This design comes from an exercise in tuning for small area and few clock cycles on the open sky130 flow, not from production work.
The RTL was checked by simulation tests, not by an equivalence proof against the original design.
Power is estimated from default activity; no workload was simulated.

==> flow/design.v <==
module slmp_record (
    input  wire        clk,
    input  wire        rst,
    input  wire        cmd_valid,
    output wire        cmd_ready,
    input  wire [7:0]  cmd_op,
    input  wire [15:0] cmd_n,
    input  wire        in_valid,
    output wire        in_ready,
    input  wire [23:0] in_data,
    output wire        out_valid,
    input  wire        out_ready,
    output wire [5:0]  out_field,
    output wire [2:0]  out_kind,
    output wire [31:0] out_data,
    output reg         done,
    output reg  [3:0]  st_err,
    output reg  [3:0]  st_sub,
    output reg  [15:0] olen,
    output reg  [15:0] res
);
    localparam [7:0] OP_LAYOUT = 8'h60;
    localparam [7:0] OP_SIZEOF = 8'h61;
    localparam [7:0] OP_DEC    = 8'h62;
    localparam [2:0] C_OK      = 3'd0;
    localparam [2:0] C_UNSUP   = 3'd1;   
    localparam [2:0] C_MISSING = 3'd2;   
    localparam [2:0] C_WCOUNT  = 3'd3;   
    localparam [2:0] C_NOLAY   = 3'd4;   
    localparam [2:0] C_ILLEGAL = 3'd5;   
    localparam [2:0] C_FLIMIT  = 3'd6;   
    localparam [2:0] C_LSIZE   = 3'd7;   
    localparam [1:0] ST_IDLE   = 2'd0;
    localparam [1:0] ST_LAYOUT = 2'd1;
    localparam [1:0] ST_DEC    = 2'd2;
    reg [1:0]  state;
    reg        done_q;
    reg [2:0]  code;
    reg [6:0]  olen_q;
    reg [15:0] lt_res;      
    reg [16:0] ring [0:63];
    reg [5:0]  p0;          
    reg        lt_valid;
    reg [5:0]  lt_last;     
    reg [15:0] lt_size;     
    reg [5:0]  fi;          
    reg [15:0] cnt;         
    reg [15:0] hold;        
    reg [1:0]  l_err;       
    reg        big;         
    wire [5:0]  cp = p0 + fi;
    wire [16:0] ent = ring[cp];
    wire        e_s = ent[16];
    wire [15:0] e_v = ent[15:0];
    wire        e_32 = !e_s && e_v[2];
    wire [15:0] word = in_data[15:0];
    wire        h = cnt[0];
    wire [15:0] cnt_inc = cnt + 16'd1;
    wire        lastc = (cnt_inc == e_v);
    wire in_lay = (state == ST_LAYOUT);
    wire in_dec = (state == ST_DEC);
    reg dv, dr;         
    always @(*) begin
        if (e_s && h && !lastc) begin
            dv = 1'b1;      dr = 1'b0;
        end else if (e_32 && !h) begin
            dv = 1'b0;      dr = 1'b1;
        end else begin
            dv = in_valid;  dr = out_ready;
        end
    end
    wire in_move  = in_valid && in_ready;
    wire out_move = out_valid && out_ready;
    wire f_end    = in_dec && (e_s ? (lastc && (h ? in_move : out_move)) : out_move);
    wire d_done   = f_end && (fi == lt_last);
    assign out_valid = in_dec && dv;
    assign in_ready  = in_lay ? (big || cp == 6'd0) : (in_dec && dr);
    assign cmd_ready = (state == ST_IDLE) || d_done;
    assign out_field = fi;
    assign out_kind  = e_s ? 3'd6 : e_v[2:0];
    wire   k_i16 = !e_s && (e_v[2:0] == 3'd2);
    wire   k_u16 = !e_s && (e_v[2:0] == 3'd3);
    wire   k_b   = !e_s && (e_v[2:0] == 3'd1);
    assign out_data[31:16] = e_32 ? word : (k_i16 ? {16{word[15]}} : 16'd0);
    assign out_data[15:8]  = e_32 ? hold[15:8] : ((k_i16 || k_u16) ? word[15:8] : 8'd0);
    assign out_data[7:1]   = e_32 ? hold[7:1] : e_s ? (h ? hold[7:1] : word[7:1]) :
                             (k_b ? 7'd0 : word[7:1]);
    assign out_data[0]     = e_32 ? hold[0] : e_s ? (h ? hold[0] : word[0]) :
                             (k_b ? (word != 16'd0) : word[0]);
    always @(*) begin
        done = done_q || d_done;
        olen = {9'd0, d_done ? ({1'b0, lt_last} + 7'd1) : olen_q};
        res  = lt_res;
        if (d_done) begin
            st_err = 4'd0; st_sub = 4'd0;
        end else begin
            case (code)
                C_UNSUP:   begin st_err = 4'd7;  st_sub = 4'd0; end
                C_MISSING: begin st_err = 4'd8;  st_sub = 4'd0; end
                C_WCOUNT:  begin st_err = 4'd11; st_sub = 4'd3; end
                C_NOLAY:   begin st_err = 4'd11; st_sub = 4'd7; end
                C_ILLEGAL: begin st_err = 4'd12; st_sub = 4'd0; end
                C_FLIMIT:  begin st_err = 4'd13; st_sub = 4'd4; end
                C_LSIZE:   begin st_err = 4'd13; st_sub = 4'd5; end
                default:   begin st_err = 4'd0;  st_sub = 4'd0; end
            endcase
        end
    end
    wire [7:0]  d_kind = in_data[7:0];
    wire [15:0] d_clen = in_data[23:8];
    wire        d_str  = (d_kind == 8'd6);
    wire [15:0] d_w    = d_str ? ({1'b0, d_clen[15:1]} + 16'd1) :
                         ((d_kind == 8'd4 || d_kind == 8'd5) ? 16'd2 : 16'd1);
    wire [16:0] size_next = {1'b0, lt_size} + {1'b0, d_w};
    wire [1:0]  d_err = (d_kind == 8'd0 || d_kind > 8'd6) ? 2'd1 :
                        (d_str && d_clen == 16'd0) ? 2'd2 :
                        size_next[16] ? 2'd3 : 2'd0;
    wire [1:0]  l_err_next = (l_err != 2'd0) ? l_err : d_err;
    wire ring_wr = in_lay && (cp == 6'd0);
    integer i;
    always @(posedge clk) begin
        for (i = 0; i < 63; i = i + 1)
            ring[i] <= ring[i + 1];
        ring[63] <= ring_wr ? {d_str, d_clen[15:3], d_str ? d_clen[2:0] : d_kind[2:0]} : ring[0];
    end
    always @(posedge clk) begin
        p0 <= p0 - 6'd1;
        if (rst) begin
            state    <= ST_IDLE;
            done_q   <= 1'b0;
            code     <= C_OK;
            olen_q   <= 7'd0;
            lt_res   <= 16'd0;
            lt_valid <= 1'b0;
        end else begin
            done_q <= 1'b0;
            if (in_lay && in_move) begin
                cnt     <= cnt - 16'd1;
                fi      <= fi + 6'd1;
                lt_size <= size_next[15:0];
                l_err   <= l_err_next;
                if (cnt == 16'd1) begin
                    state  <= ST_IDLE;
                    done_q <= 1'b1;
                    olen_q <= 7'd0;
                    if (big)
                        code <= C_FLIMIT;
                    else begin
                        case (l_err_next)
                            2'd1: code <= C_UNSUP;
                            2'd2: code <= C_MISSING;
                            2'd3: code <= C_LSIZE;
                            default: code <= C_OK;
                        endcase
                        lt_valid <= (l_err_next == 2'd0);
                    end
                end
            end
            if (in_dec) begin
                if (e_32 && !h) begin
                    if (in_valid) begin
                        hold <= word;
                        cnt  <= 16'd1;
                    end
                end else if (e_s && !h) begin
                    if (out_move) begin
                        hold[7:0] <= word[15:8];
                        cnt <= cnt_inc;
                    end
                end else if (e_s && !lastc) begin
                    if (out_move)
                        cnt <= cnt_inc;
                end
                if (f_end) begin
                    fi  <= fi + 6'd1;
                    cnt <= 16'd0;
                end
                if (d_done) begin
                    state  <= ST_IDLE;
                    code   <= C_OK;
                    olen_q <= {1'b0, lt_last} + 7'd1;
                end
            end
            if (cmd_valid && cmd_ready) begin
                case (cmd_op)
                    OP_LAYOUT: begin
                        lt_valid <= 1'b0;
                        lt_size  <= 16'd0;
                        lt_last  <= cmd_n[5:0] - 6'd1;
                        big      <= (cmd_n > 16'd64);
                        cnt      <= cmd_n;
                        fi       <= 6'd0;
                        p0       <= 6'd0;
                        l_err    <= 2'd0;
                        if (cmd_n == 16'd0) begin
                            state    <= ST_IDLE;
                            done_q   <= 1'b1;
                            code     <= C_OK;
                            olen_q   <= 7'd0;
                            lt_valid <= 1'b1;
                        end else
                            state <= ST_LAYOUT;
                    end
                    OP_SIZEOF: begin
                        state  <= ST_IDLE;
                        done_q <= 1'b1;
                        olen_q <= 7'd0;
                        if (lt_valid) begin
                            code   <= C_OK;
                            lt_res <= lt_size;
                        end else
                            code <= C_NOLAY;
                    end
                    OP_DEC: begin
                        fi  <= 6'd0;
                        cnt <= 16'd0;
                        if (!lt_valid || cmd_n != lt_size || lt_size == 16'd0) begin
                            state  <= ST_IDLE;
                            done_q <= 1'b1;
                            olen_q <= 7'd0;
                            code   <= !lt_valid ? C_NOLAY :
                                      (cmd_n != lt_size) ? C_WCOUNT : C_OK;
                        end else
                            state <= ST_DEC;
                    end
                    default: begin
                        state  <= ST_IDLE;
                        done_q <= 1'b1;
                        olen_q <= 7'd0;
                        code   <= C_ILLEGAL;
                    end
                endcase
            end
        end
    end
endmodule
==> flow/run.sh <==
#!/bin/bash
# synth_recipe.tcl (not shown) runs the flow's synth.tcl, then flattens the netlist and writes it again
# the make line also repeats each setting of config.mk as NAME=value (left out here)
make -C /OpenROAD-flow-scripts/flow DESIGN_CONFIG=/design/flow/config.mk WORK_HOME=/design/flow/orfs CLKGATE_MAP_FILE= SYNTH_SCRIPT=/design/flow/synth_recipe.tcl finish
==> flow/config.mk <==
export PLATFORM = sky130hd
export DESIGN_NAME = slmp_record
export DESIGN_NICKNAME = slmp_record
export VERILOG_FILES = /design/flow/design.v
export SDC_FILE = /design/flow/constraint.sdc
export NUM_CORES = 4
export LEC_CHECK = 0
export CAP_MARGIN = 20
export CORE_MARGIN = 2
export CORE_UTILIZATION = 40
export SLEW_MARGIN = 20
==> flow/constraint.sdc <==
create_clock -name core_clock -period 6.0 [get_ports {clk}]
set_input_delay 1.2000 -clock core_clock [delete_from_list [all_inputs] [get_ports {clk}]]
set_output_delay 1.2000 -clock core_clock [all_outputs]
set_load 0.01 [all_outputs]
==> flow_metrics.py <==
metrics = {
    "placement": {
        "preCtsSetupSlack_ps": -1350,
        "place_hpwl_um": 119000,
        "place.port_buffers": 127,
        "place_inst": 5800,
        "routabilityCongestion": 0.994,
        "placed_cell_area_um2": 49100,
    },
    "drt": {
        "vias": 36200,
        "wl_met1_um": 66100,
        "routed.top_layer": "met5",
        "ant_nets": 0,
        "drc_errors": 0,
        "drt-total-wl_um": 164000,
        "wl_met3_um": 17200,
        "drt_first_pass_iters": 7,
        "dr.first_iter.drc_count": 4575,
        "routed_via_density": 5.94,
        "wl_per_cell_um": 26.9,
        "dr_wl_met2_um": 71600,
    },
    "sta": {
        "slew_violations": 0,
        "relSlewSlack": 0.383,
        "clock_skew_ps": 22.6,
        "period_needed_ps": 7310,
        "setup_viol": 118,
        "tns_ps": -69610,
        "timing.final.crit_share": 1.22,
        "setup_slack_ps": -1310,
        "worstMarginPinSlew_ps": 912,
        "hold_violations": 0,
        "whs_ps": 335,
        "fmax_mhz": 137,
        "rsz0062_at_grt": "true",
    },
    "setup_path": {
        "slowest_delay_ps": 580,
        "cp-start-kind": "flip-flop",
        "endpoint_kind": "output pin",
        "required_ps": 4800,
        "crit_top_cell": "buf_6",
        "critPathKind": "flip-flop to output pin",
        "crit_fanout": 6,
        "cpMaxStageDelayCell": "fa_4",
        "crit_arrival_ps": 6110,
    },
    "synthesis": {
        "synth_top_cell_by_area": "dfxtp_1",
        "ys_seq_area_frac": 0.583,
        "synth_warnings": 2,
        "synthAdderAreaFrac": 0.00987,
        "async_reset_ff_frac": 0,
        "synth.area.mux_share": 0.0431,
        "postSynthRegisterBits": 1187,
        "synth_area_per_cell_um2": 10.5,
        "synth_top_family_by_area": "compound AO/OA/AOI/OAI gates",
        "synth_top_flop_cell": "dfxtp_1",
        "synth.top_cell.area_share": 0.538,
        "synth_area_um2": 41900,
        "synth_area_leaders": "dfxtp_1, edfxtp_1, nand2_1, mux2i_1, nand3_1",
        "synthDistinctLibCells": 106,
        "synth-xor-area-share": 0.0207,
        "yosys.area_share.simple": 0.132,
        "synth_cells": 3969,
        "synth_enable_flop_cells": 63,
        "synth_compound_area_frac": 0.171,
    },
    "cells_and_area": {
        "seqCellArea_um2": 24400,
        "utilization": 0.528,
        "fin_cells": 6099,
        "multi_input_area_um2": 16600,
        "fillerInstances": 9181,
        "fin_nets": 4704,
        "layout-drive-gt1-share": 0.243,
        "design_area_um2": 54800,
        "area_growth_pct": 30.9,
    },
    "floorplanning": {
        "die_w_um": 327,
        "start_util": 0.404,
        "die_y_um": 327,
        "io_pins": 138,
        "die-area_um2": 107000,
        "fp-row-count": 118,
        "core-area_um2": 104000,
    },
    "cts": {
        "cts_root_buf": "clkbuf_16",
        "clkLatencyLatePin_ps": 720,
        "cts.sinks": 1187,
        "cts_max_path_buffers": 3,
        "cts_tree": "done",
        "cts_hold_buf": 0,
        "cts_buffers": 115,
        "h-tree-depth": 3,
        "cts.reportedPaths.clkPinSlew_ps": 70,
    },
    "pwr": {
        "p_leak_nw": 21.4,
        "ir_drop_v": 0.000557,
        "powerDensity_nw_per_um2": 619,
        "power_mw": 33.9,
    },
    "run": {
        "drv_cap": 0,
    },
    "grt": {
        "antenna_found_initial": 2,
        "grt_pass1_wl_um": 239000,
        "grt-ovfl-total": 0,
        "grt_max_degree": 38,
        "first_global_vias": 35400,
        "grt_usage": 0.298,
    },
    "outcome": {
        "outcome": "finished with violations",
        "so_faults": "setup timing",
    },
    "hold_path": {
        "min_path_type": "flip-flop to flip-flop",
    },
}
-- synthesized netlist by cell type, types with 37 or more instances --
| library cell | count |
|---|---|
| o21ai_0 | 156 |
| nand3_1 | 242 |
| a31oi_1 | 71 |
| xnor2_1 | 59 |
| mux2i_1 | 125 |
| a22o_1 | 37 |
| dfxtp_1 | 1124 |
| nor3_1 | 68 |
| edfxtp_1 | 63 |
| a21oi_1 | 193 |
| a211oi_1 | 39 |
| buf_2 | 132 |
| nor2_1 | 172 |
| a22oi_1 | 87 |
| and3_1 | 81 |
| nand2_1 | 345 |
| o211ai_1 | 39 |
| clkbuf_1 | 116 |
| nand4_1 | 65 |
-- critical path, delay by kind of cell, from the launching register on --
family / cells / cell delay, ps
xor gates and xnor gates: 1 / 180
DFF: 1 / 430
buffers and inverters: 9 / 1380
adders and majority gates: 2 / 770
AOI/OAI and AO/OA: 7 / 1830
and+or+nand+nor: 6 / 800
-- registers in the layout (all words and copies together) (netlist names) --
name,flops
hold,16
code,3
cnt,16
olen_q,7
state,2
ring,1088
fi,6
l_err,2
lt_res,16
lt_last,6
lt_size,16
big,1
p0,6
lt_valid,1
done_q,1
-- kinds of logic after synthesis --
family | Yosys count
and+or+nand+nor | 1133
adders and majority gates | 32
xor gates and xnor gates | 97
other | 1
AOI/OAI and AO/OA | 1004
DFF | 1187
buffers and inverters | 349
muxes | 166
-- final timing paths --
kind	start	end	slack [ps]	cells after the start
max	fi[0]	st_err[1]	-1310	25
min	ring[19][16]	ring[18][16]	340	0
max reg2reg	fi[0]	cnt[4]	-1130	35
min reg2reg	ring[19][16]	ring[18][16]	340	0
-- layout make-up --
cell class,count,share of cell area
multi-input combinational,2442,0.303
clock buffer,155,0.0599
sequential,1187,0.445
inverter,35,0.00240
timing repair buffer,839,0.143
antenna,1,0.0000457
clock inverter,60,0.0144
tap,1380,0.0315
-- report_power, final --
group	leakage [nW]	internal, mW	switching, mW
clock network	1.98	4.54	3.22
registers	9.67	8.00	0.0518
logic	9.70	7.44	10.6
-- placed cells by master (no fill, tap or decap), types with 27 or more instances in the layout --
master and instances:
nor2_1 153, edfxtp_1 63, nand2_1 329, buf_6 47
a22oi_1 86, buf_4 579, clkbuf_16 121, nand3_1 239
a211oi_1 34, nand4_1 65, a21oi_1 185, dfxtp_1 1124
clkdlybuf4s50_1 94, nor3_1 67, mux2_2 28, o211ai_1 39
xnor2_1 59, a31oi_1 66, buf_12 80, and3_1 77
a22o_1 37, xor2_1 35, nor4_1 30, o21ai_0 146
o22ai_1 29, mux2i_1 123, inv_1 32, a21o_1 27
-- timing repair --
action / in CTS / in global routing
pin swaps: 49 / 38
setup buffers: 59 / 23
cloned: 2 / 2
setup endpoints to repair: 134 / 135
endpoints found under the hold margin: 0 / 0
resized for setup: 232 / 87
-- layer usage --
layer  vias to the layer above  track usage
met5                         -            0
met4                         6        0.145
met3                       492       0.0751
met2                      2109        0.456
met1                     17700        0.392
li1                      15900            -
Testbench counts, summed over its fixed seeds: cycles 21,641.

==> what the ideal ports hide <==
Ports are ideal in the flow. The routed layout listed here was re-timed in OpenROAD. Step 1 (the two cells are an assumption about what drives the block):
set clk [get_ports {clk}]
set_driving_cell -lib_cell sky130_fd_sc_hd__clkbuf_16 $clk
set_driving_cell -lib_cell sky130_fd_sc_hd__buf_2 [delete_from_list [all_inputs] $clk]
Step 2 moves the port delays by t, midway between the first and last clock arrival at a register: inputs arrive t later, outputs are due t later. That takes back most of the time a late clock gives input paths. a / b / c = ideal / step 1 / step 2; a / b = the first two.
t, ns: 0.778
setup slack, ns: -1.315 / -1.387 / -1.125
pins driven straight from the clock port: 1
The setup slack of this run moves by -0.072 ns with the drivers and by +0.190 ns with both steps.
